From an optimization exercise on the open Yosys and OpenROAD flow, aimed at small area, a short achievable clock period and few clock cycles; shortcuts taken in it are not production practice.
In this exercise RTL edits were held to simulation tests only and were not proved equivalent to the original.
Power figures rest on the tool's default switching activity, not on a simulated workload.

## job 4856
## delta_codec
module delta_codec (
    input  wire       clk,
    input  wire       rst,
    input  wire       enc_in_valid,
    output wire       enc_in_ready,
    input  wire [7:0] enc_in_data,
    input  wire       enc_in_last,
    input  wire [3:0] enc_in_cs,
    output wire       enc_out_valid,
    input  wire       enc_out_ready,
    output wire [7:0] enc_out_data,
    output wire       enc_out_last,
    input  wire       dec_in_valid,
    output wire       dec_in_ready,
    input  wire [7:0] dec_in_data,
    input  wire       dec_in_last,
    input  wire [3:0] dec_in_cs,
    output wire       dec_out_valid,
    input  wire       dec_out_ready,
    output wire [7:0] dec_out_data,
    output wire       dec_out_end
);
    delta_enc u_enc (
        .clk(clk), .rst(rst),
        .in_valid(enc_in_valid), .in_ready(enc_in_ready), .in_data(enc_in_data),
        .in_last(enc_in_last), .in_cs(enc_in_cs),
        .out_valid(enc_out_valid), .out_ready(enc_out_ready), .out_data(enc_out_data),
        .out_last(enc_out_last)
    );
    delta_dec u_dec (
        .clk(clk), .rst(rst),
        .in_valid(dec_in_valid), .in_ready(dec_in_ready), .in_data(dec_in_data),
        .in_last(dec_in_last), .in_cs(dec_in_cs),
        .out_valid(dec_out_valid), .out_ready(dec_out_ready), .out_data(dec_out_data),
        .out_end(dec_out_end)
    );
endmodule
Size: ~1600 cells after synthesis, about 130 flip-flops, roughly 0.011 mm^2 of cells after synthesis.
clock: 6.0 ns
lec_check: 0
abc_area: 1
cap_margin: 20
core_margin: 2
core_utilization: 65
setup_slack_margin: 2.2
slew_margin: 20
run.sh (not shown) runs the stock make flow with config.mk's settings and CLKGATE_MAP_FILE= SYNTH_SCRIPT=/design/flow/synth_recipe.tcl, a recipe that flattens the netlist after the stock synthesis.
Job 4856 completed; timing, DRC and antenna clean
Testbench counts of job 4856, summed over its fixed seeds: cycles 20,445.
The inputs of job 8850 differ from those of job 4856 as listed below.
diff --git a/flow/config.mk b/flow/config.mk
--- a/flow/config.mk
+++ b/flow/config.mk
@@ -9,5 +9,8 @@
 export CAP_MARGIN = 20
 export CORE_MARGIN = 2
-export CORE_UTILIZATION = 65
+export CORE_UTILIZATION = 40
+export CTS_BUF_LIST = sky130_fd_sc_hd__clkbuf_8
+export CTS_CLUSTER_DIAMETER = 60
+export CTS_CLUSTER_SIZE = 24
 export SETUP_SLACK_MARGIN = 2.2
 export SLEW_MARGIN = 20
==> comparison <==
- Portion of total power attributed to sequential cells was lower in the run labelled job 4856.
- Both conditions hold for job 8850: the flow ran to the end and the final layout passed the timing, design-rule and antenna checks.
- Job 4856 → job 8850: minimum clock period after layout dropped 0.070 ns, total power of the final layout dropped about 5.5%.
- In job 8850, the part of the total power dissipated in combinational logic came out 2.2 points above the value in job 4856.
- Initial cell density of the core ended up 27 points lower on job 8850 than on job 4856.
- In the flow results for job 8850 and job 4856, the number of clock-tree buffers in the layout is smaller on job 4856.
- Internal power contribution ends up lower on job 8850.
The following lists how job 5172 was set up differently from job 8850:
diff --git a/flow/config.mk b/flow/config.mk
--- a/flow/config.mk
+++ b/flow/config.mk
@@ -10,7 +10,4 @@
 export CORE_MARGIN = 2
 export CORE_UTILIZATION = 40
-export CTS_BUF_LIST = sky130_fd_sc_hd__clkbuf_8
-export CTS_CLUSTER_DIAMETER = 60
-export CTS_CLUSTER_SIZE = 24
 export SETUP_SLACK_MARGIN = 2.2
 export SLEW_MARGIN = 20
There was hardly any difference in number of global-route vias before repair between job 8850 and job 5172. What job 5172 reported for overall power consumption has to be multiplied by 0.946 to get the figure for job 8850. Job 8850 and job 5172 ended up with roughly the same sequential cell area in the final layout. Job 5172 vs. job 8850: relative area change from synthesis to final layout went up by 2.5 points; routed wire length now larger.
Edits applied to the flow inputs when going from job 5172 to job 6370:
diff --git a/flow/config.mk b/flow/config.mk
--- a/flow/config.mk
+++ b/flow/config.mk
@@ -10,4 +10,5 @@
 export CORE_MARGIN = 2
 export CORE_UTILIZATION = 40
-export SETUP_SLACK_MARGIN = 2.2
+export CTS_BUF_LIST = sky130_fd_sc_hd__clkbuf_4 sky130_fd_sc_hd__clkbuf_8
+export SETUP_SLACK_MARGIN = 2.35
 export SLEW_MARGIN = 20
--- outcome ---
Routing usage on met1: job 6370 vs job 5172 up 1.4 points. Wire length of the first global-routing pass came out higher on job 6370 than on job 5172. Compared with job 5172, in job 6370 first-iteration DRC count +117; wire length +about 3%. Delta (job 6370 minus job 5172): clock latency at the later pin of the worst-skew pair saw an increase, total area of sequential cells saw little to no change. Global-route usage: job 6370 > job 5172.
[inputs] job 7532 vs job 6370
diff --git a/flow/config.mk b/flow/config.mk
--- a/flow/config.mk
+++ b/flow/config.mk
@@ -7,8 +7,8 @@
 export LEC_CHECK = 0
 export ABC_AREA = 1
-export CAP_MARGIN = 20
+export CAP_MARGIN = 5
 export CORE_MARGIN = 2
 export CORE_UTILIZATION = 40
 export CTS_BUF_LIST = sky130_fd_sc_hd__clkbuf_4 sky130_fd_sc_hd__clkbuf_8
-export SETUP_SLACK_MARGIN = 2.35
-export SLEW_MARGIN = 20
+export SETUP_SLACK_MARGIN = 2.2
+export SLEW_MARGIN = 5
==> run summary <==
- Job 7532 against job 6370: post-route total power lower; sequential cell area roughly the same; share of power burned in combinational logic lower; share of power burned in the clock network higher; core utilization lower.
- Between job 7532 and job 6370, the data arrival time of the critical path is higher for job 7532.
- Worst-case clock skew on job 7532 is behind job 6370.
- From job 6370 to job 7532 the numbers moved as follows: die area about even; fmax fell about 2.7%.
- Going from job 6370 to job 7532, required time at the worst-slack endpoint shrinks by 0.08 ns.
- For job 6370, the first element of the critical path was u_dec.cnt[4], unlike job 7532, where it was u_dec.c[1].

## what the ideal ports hide
How much do the figures lean on ideal ports? The routed layouts below were timed once more, with nothing changed but the port constraints.
Step 1, drivers: a clkbuf_16 drives clk and a buf_2 each remaining input, both assumed.
Step 2, shift: input delay + t, output delay - t, t = (earliest + latest rising clock arrival at the registers) / 2. This alone moves slack from input paths to output paths.
Slacks: ideal ports / drivers / drivers and shift; pairs: ideal ports / drivers.
| run | t, ns | setup WS [ns] | hold slack, ns | worst setup path at the end | clock arrival spread, ns |
|---|---|---|---|---|---|
| job 4856 | 0.477 | 2.205 / 2.205 / 2.205 | 0.465 / 0.465 / 0.465 | register to register | 0.012 / 0.013 |
| job 8850 | 0.495 | 2.276 / 2.276 / 2.276 | 0.457 / 0.457 / 0.457 | register to register | 0.021 / 0.020 |
| job 5172 | 0.475 | 2.383 / 2.383 / 2.383 | 0.455 / 0.455 / 0.455 | register to register | 0.016 / 0.015 |
| job 6370 | 0.510 | 2.498 / 2.498 / 2.498 | 0.459 / 0.459 / 0.459 | register to register | 0.015 / 0.015 |
| job 7532 | 0.493 | 2.401 / 2.401 / 2.401 | 0.457 / 0.457 / 0.457 | register to register | 0.020 / 0.021 |
After both steps setup and hold are still met in every run listed.
